Context: an optimization exercise on an open-source flow, tuned for a short achievable clock period and few clock cycles per item. The choices shown serve that exercise and are no tape-out recipe.
Only simulation tests tie the RTL to the original design; equivalence was not proved.
Power figures rest on the tool's default switching activity, not on a simulated workload.

$ cat design/flow/config.mk
export PLATFORM = sky130hd
export DESIGN_NAME = rle_enc
export DESIGN_NICKNAME = rle_enc
export VERILOG_FILES = /design/flow/design.v
export SDC_FILE = /design/flow/constraint.sdc
export NUM_CORES = 4
export LEC_CHECK = 0
export CAP_MARGIN = 20
export CORE_MARGIN = 2
export CORE_UTILIZATION = 40
export PLACE_DENSITY = 0.6
export SLEW_MARGIN = 20
$ cat design/flow/constraint.sdc
create_clock -name core_clock -period 10.0 [get_ports {clk}]
set_input_delay 2.0000 -clock core_clock [delete_from_list [all_inputs] [get_ports {clk}]]
set_output_delay 2.0000 -clock core_clock [all_outputs]
set_load 0.01 [all_outputs]
$ cat design/flow/design.v
module rle_enc (
    input  wire        clk,
    input  wire        rst,          
    input  wire        start,        
    input  wire        clear,        
    input  wire [15:0] in_count,     
    input  wire [20:0] cfg,          
    input  wire [15:0] out_cap,      
    output wire [15:0] mem_addr,     
    input  wire [31:0] mem_rdata,    
    output reg         out_valid,
    output reg  [7:0]  out_byte,
    output wire        busy,
    output wire        done,
    output wire        error,
    output reg  [3:0]  cause,
    output reg  [31:0] info,
    output wire [15:0] out_len,      
    output reg  [18:0] out_bits,     
    output reg  [15:0] idx           
);
    localparam [3:0] C_OUT_CAPACITY   = 4'd3,
                     C_VALUE_TOO_WIDE = 4'd4;
    reg busy_r, done_r, error_r;
    reg st1;                         
    assign busy  = busy_r;
    assign done  = done_r;
    assign error = error_r;
    wire start_acc = start && !clear && !rst && !busy_r;
    wire finish;
    wire fin_ok;
    reg [15:0] n_r, cap_r;
    reg [4:0]  ws_r;
    reg [3:0]  r0_r, r1_r, r2_r, r3_r;
    always @(posedge clk) begin
        if (start_acc) begin
            n_r   <= in_count;
            cap_r <= out_cap;
            ws_r  <= cfg[4:0];
            r0_r  <= cfg[8:5];
            r1_r  <= cfg[12:9];
            r2_r  <= cfg[16:13];
            r3_r  <= cfg[20:17];
        end
    end
    always @(posedge clk) begin
        if (rst || clear) begin
            busy_r  <= 1'b0;
            done_r  <= 1'b0;
            error_r <= 1'b0;
            st1     <= 1'b0;
        end else if (start_acc) begin
            busy_r  <= 1'b1;
            done_r  <= 1'b0;
            error_r <= 1'b0;
            st1     <= 1'b1;
        end else begin
            st1 <= 1'b0;
            if (finish) begin
                busy_r  <= 1'b0;
                done_r  <= fin_ok;
                error_r <= !fin_ok;
            end
        end
    end
    reg [5:0]  k_w;                  
    reg [31:0] k_twm;                
    reg [50:0] k_vm;                 
    reg [15:0] k_m0, k_m1, k_m2, k_m3;   
    reg [4:0]  k_r3;                 
    reg [4:0]  k_c3_0, k_c3_1, k_c3_2, k_c3_3;   
    reg [5:0]  k_c4_0, k_c4_1, k_c4_2, k_c4_3;   
    reg [4:0]  k_rs0, k_rs1, k_rs2;              
    reg [5:0]  k_fs0, k_fs1, k_fs2, k_fs3;       
    reg [50:0] k_full;               
    wire [5:0] w6  = {1'b0, ws_r} + 6'd1;
    wire [4:0] rr0 = {1'b0, r0_r} + 5'd1;
    wire [4:0] rr1 = {1'b0, r1_r} + 5'd1;
    wire [4:0] rr2 = {1'b0, r2_r} + 5'd1;
    wire [4:0] rr3 = {1'b0, r3_r} + 5'd1;
    wire [32:0] wlim33 = (33'd1 << w6) - 33'd1;
    wire [16:0] m0 = (17'd1 << rr0) - 17'd1;
    wire [16:0] m1 = (17'd1 << rr1) - 17'd1;
    wire [16:0] m2 = (17'd1 << rr2) - 17'd1;
    wire [16:0] m3 = (17'd1 << rr3) - 17'd1;
    always @(posedge clk) begin
        k_w    <= w6;
        k_twm  <= ~wlim33[31:0];
        k_vm   <= {19'd0, wlim33[31:0]};
        k_m0   <= m0[15:0];
        k_m1   <= m1[15:0];
        k_m2   <= m2[15:0];
        k_m3   <= m3[15:0];
        k_r3   <= rr3;
        k_rs0  <= rr0;
        k_rs1  <= rr1;
        k_rs2  <= rr2;
        k_c3_0 <= rr0 + 5'd3;
        k_c3_1 <= rr1 + 5'd3;
        k_c3_2 <= rr2 + 5'd3;
        k_c3_3 <= rr3 + 5'd3;
        k_c4_0 <= {1'b0, rr0} + w6 + 6'd3;
        k_c4_1 <= {1'b0, rr1} + w6 + 6'd3;
        k_c4_2 <= {1'b0, rr2} + w6 + 6'd3;
        k_c4_3 <= {1'b0, rr3} + w6 + 6'd3;
        k_fs0  <= {1'b0, rr0} + w6;
        k_fs1  <= {1'b0, rr1} + w6;
        k_fs2  <= {1'b0, rr2} + w6;
        k_fs3  <= {1'b0, rr3} + w6;
        k_full <= ({35'd0, m3[15:0]} << w6) | (51'd7 << ({1'b0, rr3} + w6));
    end
    localparam FD = 16;              
    reg  [4:0]  fcnt;
    reg  [15:0] raddr, iss_left;
    reg         fe_run;
    reg         v1, l1;
    reg  [31:0] e1;
    reg         ev1, el1;
    reg         first;
    reg  [31:0] prev;
    reg  [31:0] e2;
    reg         ev2, el2, sn2, tw2;
    assign mem_addr = raddr;
    wire iss = fe_run && (iss_left != 16'd0) && (fcnt < 5'd8);
    always @(posedge clk) begin
        if (rst || clear) begin
            fe_run <= 1'b0;
            v1     <= 1'b0;
            ev1    <= 1'b0;
            ev2    <= 1'b0;
        end else if (st1) begin
            raddr    <= 16'd0;
            iss_left <= n_r;
            fe_run   <= 1'b1;
            v1       <= 1'b0;
            ev1      <= 1'b0;
            ev2      <= 1'b0;
            first    <= 1'b1;
        end else begin
            v1 <= iss;
            l1 <= (iss_left == 16'd1);
            if (iss) begin
                raddr    <= raddr + 16'd1;
                iss_left <= iss_left - 16'd1;
            end
            e1  <= mem_rdata;
            ev1 <= v1;
            el1 <= l1;
            ev2 <= ev1;
            if (ev1) begin
                e2    <= e1;
                el2   <= el1;
                sn2   <= first || (e1 != prev);
                tw2   <= |(e1 & k_twm);
                prev  <= e1;
                first <= 1'b0;
            end
        end
    end
    reg         cur_v, cur_tw, flush;
    reg  [31:0] cur_val;
    reg  [15:0] cur_lm1, cur_st, eidx;
    reg         e4v, e4tw, e4fin, e4emp;
    reg  [31:0] e4val;
    reg  [15:0] e4lm1, e4st, e4end;
    always @(posedge clk) begin
        e4v <= 1'b0;
        if (st1) begin
            cur_v <= 1'b0;
            eidx  <= 16'd0;
            flush <= (n_r == 16'd0);
        end else if (flush) begin
            e4v   <= 1'b1;
            e4val <= cur_val;
            e4lm1 <= cur_lm1;
            e4st  <= cur_st;
            e4end <= n_r;
            e4tw  <= cur_tw;
            e4fin <= 1'b1;
            e4emp <= !cur_v;
            flush <= 1'b0;
        end else if (ev2) begin
            if (sn2) begin
                if (cur_v) begin
                    e4v   <= 1'b1;
                    e4val <= cur_val;
                    e4lm1 <= cur_lm1;
                    e4st  <= cur_st;
                    e4end <= eidx;
                    e4tw  <= cur_tw;
                    e4fin <= 1'b0;
                    e4emp <= 1'b0;
                end
                cur_v   <= 1'b1;
                cur_val <= e2;
                cur_lm1 <= 16'd0;
                cur_st  <= eidx;
                cur_tw  <= tw2;
            end else begin
                cur_lm1 <= cur_lm1 + 16'd1;
            end
            eidx <= eidx + 16'd1;
            if (el2) flush <= 1'b1;
        end
    end
    wire        g_flag = |e4lm1;
    wire        le0    = ~|(e4lm1 & ~k_m0);
    wire        le1    = ~|(e4lm1 & ~k_m1);
    wire        le2    = ~|(e4lm1 & ~k_m2);
    wire [1:0]  g_s    = (!g_flag || le0) ? 2'd0 : le1 ? 2'd1 : le2 ? 2'd2 : 2'd3;
    wire        g_chk  = (g_s == 2'd3);
    wire [15:0] g_nfull = e4lm1 >> k_r3;
    reg         e5v, e5tw, e5fin, e5emp, e5hf, e5flag;
    reg  [1:0]  e5s;
    reg  [31:0] e5val;
    reg  [15:0] e5fld, e5st, e5end, e5nfm1;
    always @(posedge clk) begin
        e5v <= e4v && !st1;
        if (e4v) begin
            e5tw   <= e4tw;
            e5fin  <= e4fin;
            e5emp  <= e4emp;
            e5val  <= e4val;
            e5st   <= e4st;
            e5end  <= e4end;
            e5flag <= g_flag;
            e5s    <= g_s;
            e5fld  <= g_chk ? (e4lm1 & k_m3) : e4lm1;
            e5hf   <= g_chk && (g_nfull != 16'd0);
            e5nfm1 <= g_nfull - 16'd1;
        end
    end
    reg  [5:0]  f5_fs;
    reg  [4:0]  f5_c3, f5_w3;
    reg  [5:0]  f5_c4;
    always @(*) begin
        case (e5s)
            2'd0:    begin f5_fs = k_fs0; f5_c3 = k_c3_0; f5_c4 = k_c4_0; f5_w3 = k_rs0; end
            2'd1:    begin f5_fs = k_fs1; f5_c3 = k_c3_1; f5_c4 = k_c4_1; f5_w3 = k_rs1; end
            2'd2:    begin f5_fs = k_fs2; f5_c3 = k_c3_2; f5_c4 = k_c4_2; f5_w3 = k_rs2; end
            default: begin f5_fs = k_fs3; f5_c3 = k_c3_3; f5_c4 = k_c4_3; f5_w3 = k_r3;  end
        endcase
    end
    wire [50:0] f5_comp = {19'd0, e5val} | ({35'd0, e5fld} << k_w) |
                          ({48'd0, e5flag, e5s} << f5_fs);
    localparam FW = 51 + 5 + 6 + 5 + 1 + 16 + 16 + 1 + 1 + 1 + 16;
    reg  [FW-1:0] fifo [0:FD-1];
    reg  [3:0]    wptr, rptr;
    wire          push = e5v && !st1;
    wire          pop;
    always @(posedge clk) begin
        if (push)
            fifo[wptr] <= {f5_comp, f5_c3, f5_c4, f5_w3, e5tw, e5st, e5end,
                           e5fin, e5emp, e5hf, e5nfm1};
    end
    always @(posedge clk) begin
        if (st1) begin
            wptr <= 4'd0;
            rptr <= 4'd0;
            fcnt <= 5'd0;
        end else begin
            if (push) wptr <= wptr + 4'd1;
            if (pop)  rptr <= rptr + 4'd1;
            fcnt <= fcnt + {4'd0, push} - {4'd0, pop};
        end
    end
    wire [FW-1:0] hd = fifo[rptr];
    wire [50:0] h_comp = hd[FW-1 -: 51];
    wire [4:0]  h_c3   = hd[FW-52 -: 5];
    wire [5:0]  h_c4   = hd[FW-57 -: 6];
    wire [4:0]  h_w3   = hd[FW-63 -: 5];
    wire        h_tw   = hd[FW-68];
    wire [15:0] h_st   = hd[FW-69 -: 16];
    wire [15:0] h_end  = hd[FW-85 -: 16];
    wire        h_fin  = hd[18];
    wire        h_emp  = hd[17];
    wire        h_hf   = hd[16];
    wire [15:0] h_nfm1 = hd[15:0];
    reg         gi_v, gi_tw, gi_fin;
    reg  [50:0] gi_comp;
    reg  [5:0]  gi_c1, gi_c2, gi_c3, gi_c4;
    reg  [5:0]  gi_w1, gi_w2, gi_w3, gi_w4;
    reg  [15:0] gi_idx;
    reg  [1:0]  hdr;
    reg         chk;
    reg  [15:0] ccnt;
    wire        a_take;
    wire        g_rdy = !gi_v || a_take;
    wire        fne   = (fcnt != 5'd0);
    wire        g_pop = g_rdy && (hdr == 2'd2) && fne &&
                        (h_emp || h_tw || !h_hf || (chk && ccnt == 16'd0));
    assign pop = g_pop;
    always @(posedge clk) begin
        if (st1) begin
            hdr  <= 2'd0;
            chk  <= 1'b0;
            gi_v <= 1'b0;
        end else if (g_rdy) begin
            gi_v   <= 1'b0;
            gi_tw  <= 1'b0;
            gi_fin <= 1'b0;
            gi_w1  <= 6'd1;
            gi_w2  <= 6'd2;
            gi_w4  <= k_w;
            gi_c1  <= 6'd1;
            gi_c2  <= 6'd3;
            if (hdr == 2'd0) begin
                gi_v    <= 1'b1;
                gi_comp <= {14'd0, 16'd0, n_r, ws_r};
                gi_c1   <= 6'd32;
                gi_c2   <= 6'd37;
                gi_c3   <= 6'd37;
                gi_c4   <= 6'd37;
                gi_w1   <= 6'd32;
                gi_w2   <= 6'd5;
                gi_w3   <= 6'd0;
                gi_w4   <= 6'd0;
                gi_idx  <= 16'd0;
                hdr     <= 2'd1;
            end else if (hdr == 2'd1) begin
                gi_v    <= 1'b1;
                gi_comp <= {35'd0, r0_r, r1_r, r2_r, r3_r};
                gi_c1   <= 6'd4;
                gi_c2   <= 6'd8;
                gi_c3   <= 6'd12;
                gi_c4   <= 6'd16;
                gi_w1   <= 6'd4;
                gi_w2   <= 6'd4;
                gi_w3   <= 6'd4;
                gi_w4   <= 6'd4;
                gi_idx  <= 16'd0;
                hdr     <= 2'd2;
            end else if (fne) begin
                gi_v   <= 1'b1;
                gi_idx <= h_end;
                if (h_emp) begin
                    gi_comp <= 51'd0;
                    gi_fin  <= 1'b1;
                    gi_c1   <= 6'd0;
                    gi_c2   <= 6'd0;
                    gi_c3   <= 6'd0;
                    gi_c4   <= 6'd0;
                end else if (h_tw) begin
                    gi_tw  <= 1'b1;
                    gi_idx <= h_st;
                end else if (h_hf && !chk) begin
                    chk     <= 1'b1;
                    ccnt    <= h_nfm1;
                    gi_comp <= (h_comp & k_vm) | k_full;
                    gi_c3   <= {1'b0, k_c3_3};
                    gi_c4   <= k_c4_3;
                    gi_w3   <= {1'b0, k_r3};
                end else if (h_hf && ccnt != 16'd0) begin
                    ccnt    <= ccnt - 16'd1;
                    gi_comp <= (h_comp & k_vm) | k_full;
                    gi_c3   <= {1'b0, k_c3_3};
                    gi_c4   <= k_c4_3;
                    gi_w3   <= {1'b0, k_r3};
                end else begin
                    chk     <= 1'b0;
                    gi_comp <= h_comp;
                    gi_c3   <= {1'b0, h_c3};
                    gi_c4   <= h_c4;
                    gi_w3   <= {1'b0, h_w3};
                    gi_fin  <= h_fin;
                end
            end
        end
    end
    reg  [18:0] ab, aroom;
    reg  [19:0] wlim;                
    reg         aterm;
    reg         bv, bterm, bsucc;
    reg  [50:0] bcomp;
    reg  [6:0]  brot;
    reg  [18:0] bbw, bbits;
    reg  [3:0]  bcause;
    reg  [15:0] binfo, bidx;
    wire a_space = ({1'b0, ab} <= wlim);
    assign a_take = gi_v && a_space && !aterm && busy_r && !st1;
    wire rs = (aroom[18:6] == 13'd0);
    wire lt1 = rs && (aroom[5:0] < gi_c1);
    wire lt2 = rs && (aroom[5:0] < gi_c2);
    wire lt3 = rs && (aroom[5:0] < gi_c3);
    wire lt4 = rs && (aroom[5:0] < gi_c4);
    wire [18:0] ab_c1 = ab + {13'd0, gi_c1};
    wire [18:0] ab_c2 = ab + {13'd0, gi_c2};
    wire [18:0] ab_c3 = ab + {13'd0, gi_c3};
    wire [18:0] ab_c4 = ab + {13'd0, gi_c4};
    always @(posedge clk) begin
        bv    <= 1'b0;
        bterm <= 1'b0;
        if (st1) begin
            ab    <= 19'd0;
            aroom <= {cap_r, 3'b000};
            aterm <= 1'b0;
        end else if (a_take) begin
            if (gi_tw) begin
                aterm  <= 1'b1;
                bterm  <= 1'b1;
                bsucc  <= 1'b0;
                bcause <= C_VALUE_TOO_WIDE;
                binfo  <= gi_idx;
                bidx   <= gi_idx;
                bbits  <= ab;
                bbw    <= ab;
            end else begin
                bv    <= 1'b1;
                bcomp <= gi_comp;
                brot  <= 7'd0 - ab_c4[6:0];
                bidx  <= gi_idx;
                if (lt4) begin
                    aterm  <= 1'b1;
                    bterm  <= 1'b1;
                    bsucc  <= 1'b0;
                    bcause <= C_OUT_CAPACITY;
                    binfo  <= lt1 ? {10'd0, gi_w1} : lt2 ? {10'd0, gi_w2} :
                              lt3 ? {10'd0, gi_w3} : {10'd0, gi_w4};
                    bbits  <= lt1 ? ab : lt2 ? ab_c1 : lt3 ? ab_c2 : ab_c3;
                    bbw    <= lt1 ? ab : lt2 ? ab_c1 : lt3 ? ab_c2 : ab_c3;
                end else begin
                    ab     <= ab_c4;
                    aroom  <= aroom - {13'd0, gi_c4};
                    bbw    <= ab_c4;
                    bbits  <= ab_c4;
                    bcause <= 4'd0;
                    binfo  <= 16'd0;
                    bsucc  <= 1'b1;
                    if (gi_fin) begin
                        aterm <= 1'b1;
                        bterm <= 1'b1;
                        bidx  <= n_r;
                    end
                end
            end
        end
    end
    reg  [127:0] rrot;
    reg          rv, rterm, rsucc;
    reg  [18:0]  rbw, rbits;
    reg  [15:0]  rtgt;
    reg  [3:0]   rcause;
    reg  [15:0]  rinfo, ridx;
    wire [127:0] rot0 = {77'd0, bcomp};
    wire [127:0] rot1 = brot[0] ? {rot0[126:0], rot0[127]}    : rot0;
    wire [127:0] rot2 = brot[1] ? {rot1[125:0], rot1[127:126]} : rot1;
    wire [127:0] rot3 = brot[2] ? {rot2[123:0], rot2[127:124]} : rot2;
    wire [127:0] rot4 = brot[3] ? {rot3[119:0], rot3[127:120]} : rot3;
    wire [127:0] rot5 = brot[4] ? {rot4[111:0], rot4[127:112]} : rot4;
    wire [127:0] rot6 = brot[5] ? {rot5[95:0],  rot5[127:96]}  : rot5;
    wire [127:0] rot7 = brot[6] ? {rot6[63:0],  rot6[127:64]}  : rot6;
    always @(posedge clk) begin
        rv    <= bv && !st1;
        rterm <= bterm && !st1;
        rrot  <= bv ? rot7 : 128'd0;
        if (bv || bterm) rbw <= bbw;
        if (bterm) begin
            rsucc  <= bsucc;
            rbits  <= bbits;
            rtgt   <= bsucc ? ((bbits + 19'd7) >> 3) : (bbits >> 3);
            rcause <= bcause;
            rinfo  <= binfo;
            ridx   <= bidx;
        end
    end
    reg  [127:0] ring;
    reg  [15:0]  lim;                
    reg          termr, tsucc;
    reg  [18:0]  tbits;
    reg  [3:0]   tcause;
    reg  [15:0]  tinfo, tidx;
    reg  [15:0]  rd, rd1;
    wire         eact = busy_r && !st1;
    wire         emit = eact && (rd < lim);
    wire [3:0]   slot = ~rd[3:0];
    reg  [127:0] clrm;
    reg  [7:0]   ebyte;
    integer j;
    always @(*) begin
        clrm  = 128'd0;
        ebyte = 8'd0;
        for (j = 0; j < 16; j = j + 1) begin
            if (slot == j[3:0]) begin
                clrm[8*j +: 8] = {8{emit}};
                ebyte = ring[8*j +: 8];
            end
        end
    end
    assign finish = eact && termr && (emit ? (rd1 == lim) : (rd == lim));
    assign fin_ok = tsucc;
    assign out_len = rd;
    always @(posedge clk) begin
        if (st1) begin
            ring  <= 128'd0;
            lim   <= 16'd0;
            termr <= 1'b0;
            rd    <= 16'd0;
            rd1   <= 16'd1;
        end else begin
            ring <= (ring & ~clrm) | rrot;
            if (rterm) begin
                termr  <= 1'b1;
                lim    <= rtgt;
                tsucc  <= rsucc;
                tbits  <= rbits;
                tcause <= rcause;
                tinfo  <= rinfo;
                tidx   <= ridx;
            end else if (rv) begin
                lim <= rbw[18:3];
            end
            if (emit) begin
                rd  <= rd + 16'd1;
                rd1 <= rd1 + 16'd1;
            end
            if (finish) termr <= 1'b0;
        end
        wlim <= {1'b0, rd, 3'b000} + 20'd77;
    end
    always @(posedge clk) begin
        if (rst || clear) begin
            out_valid <= 1'b0;
        end else begin
            out_valid <= emit;
        end
        if (emit) out_byte <= ebyte;
        if (finish) begin
            cause    <= tcause;
            info     <= {16'd0, tinfo};
            out_bits <= tbits;
            idx      <= tidx;
        end
    end
endmodule
$ cat design/flow/run.sh
#!/bin/bash
# synth_recipe.tcl (not shown) runs the flow's synth.tcl, then flattens the netlist and writes it again
# the make line also repeats each setting of config.mk as NAME=value (left out here)
make -C /OpenROAD-flow-scripts/flow DESIGN_CONFIG=/design/flow/config.mk WORK_HOME=/design/flow/orfs CLKGATE_MAP_FILE= SYNTH_SCRIPT=/design/flow/synth_recipe.tcl finish
==> impl_results.md <==
- Routability congestion estimate from global placement: 0.945
- Upper clock frequency limit: 0.188 GHz
- Max-Cap Viols: 0
- Die height: 592 um
- Headroom to the max-slew limit: 22.7%
- Main combinational cell family by area after synthesis: multiplexers
- Start point of the critical path: r3_r[2]
- DRC marker count from the first detailed-route iteration: 9039
- Async S/R FF share, synth: 0%
- Post-route ant nets: 0
- Total overflow reported by the global router: 0
- Storage cell area: 96100 um^2
- VDD IR-drop max: 0.000196 V
- Final Routed Wirelength: 399000 um
- Core ar.: 343000 um^2
- Total of buffers placed on input and output ports: 186
- Number of filler instances in the final layout: 29600
- #FFs+latches synth: 3422
- Critical path arrival: 6080 ps
- Multi-input gate area in the final layout: 39700 um^2
- Run status: complete, no violations
- Number of detailed-route iterations in the first pass: 6
- Number of global-route vias before repair: 77600
- Tcrit/Tclk final: 53.1%
- Syn. warnings: 1
- Simple-gate share of the synthesized area: 5.61%
- Hold buffer count at cts: 0
- Areal power density over the cells: 218 nW/um^2
- Total number of vias: 79200
- Number of antenna violations at the first check in global routing: 21
- Fraction of layout cells with a size suffix above 1: 17.4%
- XOR/XNOR share of the synthesized area: 1.95%
- Post-synthesis sequential area ratio: 69.6%
- Final #Nets: 9083
- Setup repair after global routing missed its margin: no
- Growth of design area from synthesis to finish: 13.7%
- Clock insertion delay at the later pin of the skew report: 970 ps
- Highest fanout seen on the critical path: 20
- GRT Total Usage: 22.4%
- Adder-cell share of the synthesized area: 1.65%
- Boundary pin count: 204
- Initial cell density of the core: 40.2%
- Critical hold path startpoint: gi_comp[16]
- Total negative slack: 0 ps
- Final setup viols: 0
- Clk sink count: 3422
- Kind of start point of the critical path: flip-flop
- Final max-slew violation count: 0
- Post-synth top flop: sky130_fd_sc_hd__edfxtp_1
- Cell leakage power: 51.5 nW
- Count of unique library cells instantiated by Yosys: 98
- TritonCTS clock tree: done
- Buffer count from post-CTS setup fixing: 0
- Width of the die: 592 um
- Post-CTS clock slew at the launch and capture registers of the worst setup and hold paths: 60 ps
- Number of placement rows: 215
- Number of resized instances in the post-cts repair step: 0
- Post-synth EDFFs: 2753
- Sum of net half-perimeters after detailed placement: 253000 um
- HP Class: flip-flop to flip-flop
- Avg WL per Cell: 29.1 um
- Overall die area: 350000 um^2
- Post-Route Utilization: 45.7%
- Slew at the pin with the worst max-slew slack: 1160 ps
- Compound-cell area share of the yosys netlist: 6.02%
- Root cell of the clock tree: sky130_fd_sc_hd__clkbuf_16
- Start-to-end type of the worst setup path: flip-flop to flip-flop
- DRC violation count after routing: 0
- Average instance area after synthesis: 16.2 um^2
- Wire length of the first global-routing pass: 568000 um
- Via density per instance: 5.79
- Req. time, crit path: 10770 ps
- R2r startpoint: r3_r[2]
- Worst Setup End Kind: flip-flop
- H-tree depth reported by CTS: 5
- Largest net degree at the start of global routing: 111
- Post-route clock skew: 79.6 ps
- Hold Violations, Final: 0
- Maximum clock insertion buffer count: 4
- Multiplexer share of the synthesized area: 13.3%
- Minimum clock period: 5310 ps
- Total CTS buffers: 347
- Mapped cell area: 138000 um^2
- Gate Count Post-Synth: 8546
## routing by layer
metal  part of all wire [%]  up-vias  wire length [um]  global-route usage, %
li1                       -    33800                 -                      -
met1                     43    41500            171000                   32.0
met2                     47     3336            187000                   35.9
met3                    7.1      579             28200                   2.96
met4                    3.0        4             12000                   6.60
met5                 0.0068        -                27                      0
## final timing paths
kind | to | cells past startpoint | slack, ps
worst max-delay path | k_full[32] | 12 | 4690
worst max register to register | k_full[32] | 12 | 4690
worst min register to register | bcomp[16] | 0 | 370
worst min-delay path | bcomp[16] | 0 | 370
## kinds of logic after synthesis
group,Yosys count
simple gates,1695
xor+xnor,306
other cells,1
mux,972
flops,3422
fa+ha+maj,177
buf+inv,665
compound gates,1308
## final cells by class
cell class,count,area share (%)
clock inverters,194,1.22
flip-flops and latches,3422,61.2
inverters,216,0.517
repair buffers,355,2.07
diodes,12,0.0191
clock buffers,446,6.04
multi-input cells,4475,25.3
well taps,4557,3.63
## report_power, final
part / internal (mW) / switching [mW]
clock: 7.44 / 5.58
sequential: 15.7 / 0.398
combinational: 2.18 / 2.93
total: 25.4 / 8.91
## cells in the mapped netlist (all sizes together), types with 29 or more instances
cell type	count	area share [%]
o21a	53	0.29
a22oi	57	0.31
clkbuf	311	0.85
xor2	165	1.0
and2	68	0.31
mux2i	190	1.4
inv	208	0.57
nor4	38	0.19
dfxtp	669	9.7
xnor2	141	0.90
nor2b	51	0.23
buf	138	0.49
o221ai	37	0.23
nor2	623	1.7
a211oi	42	0.24
o22ai	156	0.71
edfxtp	2753	60
or2	29	0.13
nand2b	30	0.14
o21ai	269	0.98
a22o	31	0.20
and3	40	0.18
a221oi	31	0.20
nand4	59	0.27
nand2	491	1.3
ha	169	1.5
mux2	106	0.89
nand3	120	0.43
mux4	676	11
a21o	45	0.24
nor3	67	0.25
a21oi	390	1.4
## worst max-delay path, stage by stage, from the launching register on
cell	delay, ps
sky130_fd_sc_hd__edfxtp_1	830
sky130_fd_sc_hd__ha_1	470
sky130_fd_sc_hd__and3b_1	320
sky130_fd_sc_hd__a31o_2	300
sky130_fd_sc_hd__nand2_1	180
sky130_fd_sc_hd__ha_1	500
sky130_fd_sc_hd__or3b_2	500
sky130_fd_sc_hd__a32o_1	250
sky130_fd_sc_hd__a21oi_1	360
sky130_fd_sc_hd__o22ai_1	330
sky130_fd_sc_hd__mux2_2	400
sky130_fd_sc_hd__a211oi_1	520
sky130_fd_sc_hd__o221ai_1	220
## layout by cell type, fill, tap and decap left out, types with 57 or more instances in the layout
cell type                         netlist  routed
sky130_fd_sc_hd__mux2i_1              190     189
sky130_fd_sc_hd__clkinv_2               0      72
sky130_fd_sc_hd__buf_4                 19     159
sky130_fd_sc_hd__clkinv_1               8      62
sky130_fd_sc_hd__nand4_1               59      59
sky130_fd_sc_hd__clkbuf_16              0     356
sky130_fd_sc_hd__mux4_2               676     676
sky130_fd_sc_hd__mux2_2                95      95
sky130_fd_sc_hd__clkbuf_1             311      66
sky130_fd_sc_hd__o21ai_0              265     256
sky130_fd_sc_hd__edfxtp_1            2753    2753
sky130_fd_sc_hd__o22ai_1              156     155
sky130_fd_sc_hd__nand3_1              120     120
sky130_fd_sc_hd__xor2_1               165     165
sky130_fd_sc_hd__nor2_1               621     617
sky130_fd_sc_hd__inv_1                205     205
sky130_fd_sc_hd__ha_1                 169     167
sky130_fd_sc_hd__a21oi_1              388     387
sky130_fd_sc_hd__clkdlybuf4s50_1        0     186
sky130_fd_sc_hd__a22oi_1               57      57
sky130_fd_sc_hd__nand2_1              489     489
sky130_fd_sc_hd__dfxtp_1              669     661
sky130_fd_sc_hd__xnor2_1              140     140
sky130_fd_sc_hd__nor3_1                66      64
## stage by stage
step	power [mW]	cell area (um^2)	cells	setup WS (ps)	hold WS, ps
after floorplan	19.8	138000	8562	555	400
after global placement	21.5	145000	13000	4590	400
after global routing	35.4	157000	13700	4350	396
after detailed placement	21.6	145000	13000	4650	405
final	34.3	157000	13700	4690	371
after CTS	34.5	157000	13700	4570	364
## sequential cells by signal, summed over array words and instances, names as in the netlist, 32 cells and up, named ones only
name	flops
rrot	128
k_full	51
e1	32
bcomp	51
e4val	32
cur_val	32
ring	128
e5val	32
gi_comp	51
k_twm	32
fifo	1904
k_vm	32
prev	32
Testbench counts, summed over its fixed seeds: cycles 291,121, elements 287,431.

-- re-timing with driven ports --
The flow's constraints put no driver on any port. The routed layout listed below was extracted and timed again, unchanged, in two steps.
Step 1 (the two cells are an assumption about what drives the block):
set clk [get_ports {clk}]
set_driving_cell -lib_cell sky130_fd_sc_hd__clkbuf_16 $clk
set_driving_cell -lib_cell sky130_fd_sc_hd__buf_2 [delete_from_list [all_inputs] $clk]
Step 2 moves the port delays by t, midway between the first and last clock arrival at a register: inputs arrive t later, outputs are due t later. That takes back most of the time a late clock gives input paths.
Three values: no drivers, after step 1, after step 2; two values: the first two.
t (ns): 1.032
setup slack, ns: 4.693 / 4.693 / 4.693
latest minus earliest clock arrival (ns): 0.084 / 0.084
worst slew at a driven data input, ns: 0.12
pins driven straight from the clock port: 1
After both steps setup and hold are still met in this run. For this run, drivers alone change the setup slack by 0.000 ns; drivers and shift together by 0.000 ns.
